What follows belongs to an exercise in optimizing a design on an open flow for small area, a short achievable clock period and few clock cycles; a production flow would make more cautious choices. Function was checked by simulation only, so behaviour that the tests miss may differ from the original. Power is estimated from default activity; no workload was simulated.

==> flow/design.v <==
module zz_extract (
    input  wire        clk,
    input  wire        rst,
    input  wire        reg_valid,
    input  wire        reg_we,
    input  wire [7:0]  reg_addr,
    input  wire [31:0] reg_wdata,
    output reg  [31:0] reg_rdata,
    output wire        coef_req,
    output wire [15:0] coef_row,
    output wire [15:0] coef_col,
    input  wire [15:0] coef_rdata,
    output reg         pay_we,
    output wire [31:0] pay_addr,
    output reg  [7:0]  pay_wdata
);
    reg        busy, done;
    reg        init;           
    reg [15:0] grid_h, grid_w;   
    reg        gh_ok, gw_ok;
    reg        req;
    reg [12:0] bxi, byi;       
    reg [2:0]  r, c;           
    reg        sdone;          
    reg        v1;             
    reg        u2, b2;         
    reg [31:0] tcnt;           
    reg [31:0] len;            
    reg [28:0] outcnt;         
    reg        hdr_ok;
    reg        underrun;
    assign coef_req = req;
    assign coef_row = {byi, r};
    assign coef_col = {bxi, c};
    assign pay_addr = {3'd0, outcnt};
    wire host_wr   = reg_valid && reg_we;
    wire wr_ok     = host_wr && !busy;
    wire wr_ctrl   = wr_ok && (reg_addr == 8'h00);
    wire cmd_start = wr_ctrl && reg_wdata[0];
    wire cmd_clear = wr_ctrl && !reg_wdata[0] && reg_wdata[1];
    wire [12:0] wq  = grid_w[15:3];
    wire [2:0]  wr8 = grid_w[2:0];
    wire [12:0] hq  = grid_h[15:3];
    wire [2:0]  hr8 = grid_h[2:0];
    reg         lc, lb;                
    wire [2:0]  cm = lc ? wr8 - 3'd1 : 3'd7;
    wire [2:0]  rm = lb ? hr8 - 3'd1 : 3'd7;
    wire        blk_end = (r == rm) && (c == cm);
    wire        even    = ~(r[0] ^ c[0]);
    reg  [2:0]  nr, nc;
    always @(*) begin
        nr = r; nc = c;
        if (even) begin
            if (c == cm)          nr = r + 3'd1;
            else if (r == 3'd0)   nc = c + 3'd1;
            else begin            nr = r - 3'd1; nc = c + 3'd1; end
        end else begin
            if (r == rm)          nc = c + 3'd1;
            else if (c == 3'd0)   nr = r + 3'd1;
            else begin            nr = r + 3'd1; nc = c - 3'd1; end
        end
    end
    wire        first   = busy && init;
    wire [12:0] bxi_inc = bxi + 13'd1;
    wire [12:0] byi_inc = byi + 13'd1;
    wire [12:0] bxi_p2  = {bxi[12:1] + 12'd1, bxi[0]};
    wire [12:0] byi_p2  = {byi[12:1] + 12'd1, byi[0]};
    wire        w_le8 = (wq == 13'd0) || ((wq == 13'd1) && (wr8 == 3'd0));
    wire        h_le8 = (hq == 13'd0) || ((hq == 13'd1) && (hr8 == 3'd0));
    wire        x1_last = (wr8 != 3'd0) ? (bxi_inc == wq) : (bxi_p2 == wq);
    wire        y1_last = (hr8 != 3'd0) ? (byi_inc == hq) : (byi_p2 == hq);
    wire        nlc  = (first || lc) ? w_le8 : x1_last;
    wire        nlb  = first ? h_le8 : (lc ? y1_last : lb);
    wire        ncm0 = nlc && (wr8 == 3'd1);
    wire        nrm0 = nlb && (hr8 == 3'd1);
    wire        last = (lc && lb) || (ncm0 && nrm0);
    wire        g_empty = !gh_ok || !gw_ok ||
                          (grid_h == 16'd0) || (grid_w == 16'd0) ||
                          (ncm0 && nrm0);
    wire usable = !((coef_rdata[15:1] == 15'd0) || (coef_rdata == 16'hFFFF));
    wire fin  = sdone && !v1 && !u2 && !pay_we;
    wire pact = hdr_ok && !((len[31:29] == 3'd0) && (len[28:0] == outcnt));
    wire [31:0] status = {20'd0, 3'd0, done && !hdr_ok, 3'd0,
                          hdr_ok && (busy || done), done && underrun,
                          done && !hdr_ok, done, busy};
    always @(posedge clk) begin
        reg_rdata <= 32'd0;
        case (reg_addr)
            8'h04: reg_rdata <= status;
            8'h08: if (gh_ok) reg_rdata <= {16'd0, grid_h};
            8'h0C: if (gw_ok) reg_rdata <= {16'd0, grid_w};
            8'h10: if (!init) reg_rdata <= len;
            8'h14: if (!init) reg_rdata <= {3'd0, outcnt};
            8'h18: if (!init) reg_rdata <= tcnt;
            default: ;
        endcase
    end
    always @(posedge clk) begin
        if (wr_ok && reg_addr == 8'h08) grid_h <= reg_wdata[15:0];
        if (wr_ok && reg_addr == 8'h0C) grid_w <= reg_wdata[15:0];
        b2 <= coef_rdata[0];
        if (first) begin
            bxi <= 13'd0;
            byi <= 13'd0;
            lc  <= nlc;
            lb  <= nlb;
            r   <= ncm0 ? 3'd1 : 3'd0;
            c   <= ncm0 ? 3'd0 : 3'd1;
        end else if (req) begin
            if (!blk_end) begin
                r <= nr;
                c <= nc;
            end else begin
                bxi <= lc ? 13'd0 : bxi_inc;
                if (lc) byi <= byi_inc;
                lc  <= nlc;
                lb  <= nlb;
                r   <= ncm0 ? 3'd1 : 3'd0;
                c   <= ncm0 ? 3'd0 : 3'd1;
            end
        end
        if (u2 && pact) begin
            case (tcnt[2:0])
                3'd0: pay_wdata <= {b2, 7'd0};
                3'd1: pay_wdata[6] <= b2;
                3'd2: pay_wdata[5] <= b2;
                3'd3: pay_wdata[4] <= b2;
                3'd4: pay_wdata[3] <= b2;
                3'd5: pay_wdata[2] <= b2;
                3'd6: pay_wdata[1] <= b2;
                default: pay_wdata[0] <= b2;
            endcase
        end
    end
    always @(posedge clk) begin
        if (rst) begin
            busy     <= 1'b0;
            done     <= 1'b0;
            init     <= 1'b0;
            gh_ok    <= 1'b0;
            gw_ok    <= 1'b0;
            req      <= 1'b0;
            sdone    <= 1'b0;
            v1       <= 1'b0;
            u2       <= 1'b0;
            tcnt     <= 32'd0;
            len      <= 32'd0;
            outcnt   <= 29'd0;
            hdr_ok   <= 1'b0;
            underrun <= 1'b0;
            pay_we   <= 1'b0;
        end else begin
            init <= cmd_start || cmd_clear;
            if (cmd_start) begin
                busy <= 1'b1;
                done <= 1'b0;
            end else if (cmd_clear) begin
                done <= 1'b0;
            end
            if (wr_ok && reg_addr == 8'h08) gh_ok <= 1'b1;
            if (wr_ok && reg_addr == 8'h0C) gw_ok <= 1'b1;
            if (first) begin
                if (g_empty) sdone <= 1'b1;
                else         req   <= 1'b1;
            end else if (req && blk_end && last) begin
                req   <= 1'b0;
                sdone <= 1'b1;
            end
            if (fin) begin
                sdone <= 1'b0;
                busy  <= 1'b0;
                done  <= 1'b1;
            end
            v1 <= req;
            u2 <= v1 && usable;
            pay_we <= 1'b0;
            if (init) begin
                tcnt     <= 32'd0;
                len      <= 32'd0;
                outcnt   <= 29'd0;
                hdr_ok   <= 1'b0;
                underrun <= 1'b0;
            end else begin
                if (u2) begin
                    tcnt <= tcnt + 32'd1;
                    if (!hdr_ok) begin
                        len <= {len[30:0], b2};
                        if (tcnt[4:0] == 5'd31) hdr_ok <= 1'b1;
                    end else if (pact && tcnt[2:0] == 3'd7) begin
                        pay_we <= 1'b1;
                    end
                end
                if (pay_we) outcnt <= outcnt + 29'd1;
                if (fin && pact) begin
                    underrun <= 1'b1;
                    if (tcnt[2:0] != 3'd0) pay_we <= 1'b1;
                end
            end
        end
    end
endmodule
Settings: LEC_CHECK=0, CAP_MARGIN=20, CORE_MARGIN=2, CORE_UTILIZATION=40, SETUP_SLACK_MARGIN=5, SLEW_MARGIN=20, TNS_END_PERCENT=0; clock period 8.5 ns.
standard.sh (not shown) runs the stock make flow with config.mk's settings and CLKGATE_MAP_FILE= SYNTH_SCRIPT=/design/flow/synth_recipe.tcl, a recipe that flattens the netlist after the stock synthesis.
==> flow/flow/run.sh <==
#!/bin/bash
# The standard layout (standard.sh), with the port buffers made of
# sky130_fd_sc_hd__buf_1 cells, a larger setup repair margin, and a clock
# tree of small clock buffers without dummy loads.
# make's full output goes to flow_make.log; ORFS keeps each step's own log
# under orfs/logs/.
set -uo pipefail
bash standard.sh "BUFFER_PORTS_ARGS=-buffer_cell sky130_fd_sc_hd__buf_1" SETUP_SLACK_MARGIN=5.95 \
  "CTS_ARGS=-sink_clustering_enable -repair_clock_nets -root_buf sky130_fd_sc_hd__clkbuf_8 -buf_list sky130_fd_sc_hd__clkbuf_8 -dont_use_dummy_load -sink_clustering_size 12 -sink_clustering_max_diameter 60" \
  finish > flow_make.log 2>&1
The first run finished with timing, DRC and antenna clean.
Testbench counts at the start, summed over its fixed seeds: cycles 93,551.
==> next run, changes <==
==> flow/flow/run.sh (replaced) <==
#!/bin/bash
# The standard layout (standard.sh), with the port buffers made of
# sky130_fd_sc_hd__buf_1 cells, a larger setup repair margin, and a clock
# tree of small clock buffers without dummy loads.
# make's full output goes to flow_make.log; ORFS keeps each step's own log
# under orfs/logs/.
set -uo pipefail
bash standard.sh "BUFFER_PORTS_ARGS=-buffer_cell sky130_fd_sc_hd__buf_1" SETUP_SLACK_MARGIN=5.8 \
  "CTS_ARGS=-sink_clustering_enable -repair_clock_nets -root_buf sky130_fd_sc_hd__clkbuf_16 -buf_list sky130_fd_sc_hd__clkbuf_8 -dont_use_dummy_load -sink_clustering_size 16 -sink_clustering_max_diameter 70" \
  finish > flow_make.log 2>&1
- CORE_UTILIZATION: 40 -> 45
What happened:
- The new run finished with timing, DRC and antenna clean
- global-route usage rose by 2.5 points
- via count falls by 1.3%
- power goes down by 0.96%
- count of clock-buffer cells in the layout goes down by 5
- sequential power barely changes
- area after synthesis stays the same
- non-clock buffer count fell by 10
- utilization increases by 5.3 points
- setup slack improves by 0.025 ns
==> next run, changes <==
--- a/flow/flow/run.sh
+++ b/flow/flow/run.sh
@@ -9 +9 @@
-  "CTS_ARGS=-sink_clustering_enable -repair_clock_nets -root_buf sky130_fd_sc_hd__clkbuf_16 -buf_list sky130_fd_sc_hd__clkbuf_8 -dont_use_dummy_load -sink_clustering_size 16 -sink_clustering_max_diameter 70" \
+  "CTS_ARGS=-sink_clustering_enable -repair_clock_nets -root_buf sky130_fd_sc_hd__clkbuf_8 -buf_list sky130_fd_sc_hd__clkbuf_8 -dont_use_dummy_load -sink_clustering_size 12 -sink_clustering_max_diameter 60" \
- CORE_UTILIZATION: 45 -> 40
- PLACE_DENSITY: not set -> 0.75
Effect:
- The new run completed with no timing, DRC or antenna violations
- hold slack gets better by 0.017 ns
- die area went up by roughly a tenth
- maximum frequency is lower slightly
- cell area rises by a few percent
- power stays flat
==> next run, changes <==
==> flow/flow/run.sh (replaced) <==
#!/bin/bash
# The standard layout (standard.sh), with the port buffers made of
# sky130_fd_sc_hd__buf_1 cells, a larger setup repair margin, and a clock
# tree of small clock buffers without dummy loads.
# make's full output goes to flow_make.log; ORFS keeps each step's own log
# under orfs/logs/.
set -uo pipefail
bash standard.sh "BUFFER_PORTS_ARGS=-buffer_cell sky130_fd_sc_hd__buf_1" SETUP_SLACK_MARGIN=5.8 RECOVER_POWER=100 \
  "CTS_ARGS=-sink_clustering_enable -repair_clock_nets -root_buf sky130_fd_sc_hd__clkbuf_16 -buf_list sky130_fd_sc_hd__clkbuf_8 -dont_use_dummy_load -sink_clustering_size 16 -sink_clustering_max_diameter 70" \
  finish > flow_make.log 2>&1
- PLACE_DENSITY: 0.75 -> not set
After rerunning: The new run reached the layout checks and failed them: max-capacitance violations, max-slew violations; final area drops by 5.1%; hold slack hardly moves; setup slack degrades by 1.1 ns; final cell count drops by 1.5%; sequential share of layout area went up by 0.60 points; fmax went down by 28%; wire length stays flat; non-clock buffer count falls by 19.
==> next run, changes <==
==> flow/flow/run.sh (replaced) <==
#!/bin/bash
# The standard layout (standard.sh), with the port buffers made of
# sky130_fd_sc_hd__buf_1 cells, a larger setup repair margin, and a clock
# tree of small clock buffers without dummy loads.
# make's full output goes to flow_make.log; ORFS keeps each step's own log
# under orfs/logs/.
set -uo pipefail
bash standard.sh "BUFFER_PORTS_ARGS=-buffer_cell sky130_fd_sc_hd__buf_1" SETUP_SLACK_MARGIN=5.7 \
  "CTS_ARGS=-sink_clustering_enable -repair_clock_nets -root_buf sky130_fd_sc_hd__clkbuf_8 -buf_list sky130_fd_sc_hd__clkbuf_8 -dont_use_dummy_load -sink_clustering_size 16 -sink_clustering_max_diameter 70" \
  finish > flow_make.log 2>&1
Effect: With this change the flow completed without violations; setup slack improved by 0.94 ns; sequential cell count stays the same; wire length goes down by 0.95%; cell area barely changes; worst hold slack is about the same; maximum frequency goes up by 32%; register-to-register slack gains 0.56 ns; combinational power climbs by about 2%; first-iteration DRC count shrinks by 5.3%; via count goes down by 0.50%; sequential power stays flat.
==> next run, changes <==
--- a/flow/flow/run.sh
+++ b/flow/flow/run.sh
@@ -8 +8 @@
-bash standard.sh "BUFFER_PORTS_ARGS=-buffer_cell sky130_fd_sc_hd__buf_1" SETUP_SLACK_MARGIN=5.7 \
+bash standard.sh "BUFFER_PORTS_ARGS=-buffer_cell sky130_fd_sc_hd__buf_1" SETUP_SLACK_MARGIN=5.8 \
- TNS_END_PERCENT: 0 -> 10
What happened:
- maximum frequency rises by about 3%
- combinational power rises by about 3%
- sequential share of layout area falls by 1.5 points
- routed wire length rises by 2.7%
- utilization rises by 2.7 points
- synthesized cell count does not change
- non-clock buffer count rises by 43
- worst setup slack is better by 0.089 ns

afterwards: timing with drivers on the ports:
The flow's constraints put no driver on any port. The routed layouts listed below were extracted and timed again, unchanged, in two steps. Step 1 (the two cells are an assumption about what drives the block):
set clk [get_ports {clk}]
set_driving_cell -lib_cell sky130_fd_sc_hd__clkbuf_16 $clk
set_driving_cell -lib_cell sky130_fd_sc_hd__buf_2 [delete_from_list [all_inputs] $clk]
Step 2 adds t to the input delays and takes it off the output delays; t is the mean of the earliest and latest rising clock arrival at the registers after step 1. Input paths then give back, and output paths get back, about the clock's delay inside the block. Slacks: ideal ports / drivers / drivers and shift; pairs: ideal ports / drivers.
| run | shift t [ns] | slack for setup (ns) | worst slew at a driven data input, ns | pins driven straight from the clock port |
|---|---|---|---|---|
| the first run | 0.575 | 5.670 / 5.627 / 5.199 | 0.06 | 1 |
| the second run | 0.514 | 5.694 / 5.649 / 5.285 | 0.04 | 1 |
| the third run | 0.566 | 5.685 / 5.642 / 5.239 | 0.07 | 1 |
| the fourth run | 0.512 | 4.616 / 4.632 / 4.121 | 0.06 | 1 |
| the fifth run | 0.556 | 5.552 / 5.512 / 5.018 | 0.05 | 1 |
| the sixth run | 0.555 | 5.640 / 5.599 / 5.152 | 0.06 | 1 |
For the fifth run, which loses most, drivers alone change the setup slack by -0.040 ns; drivers and shift together by -0.534 ns.
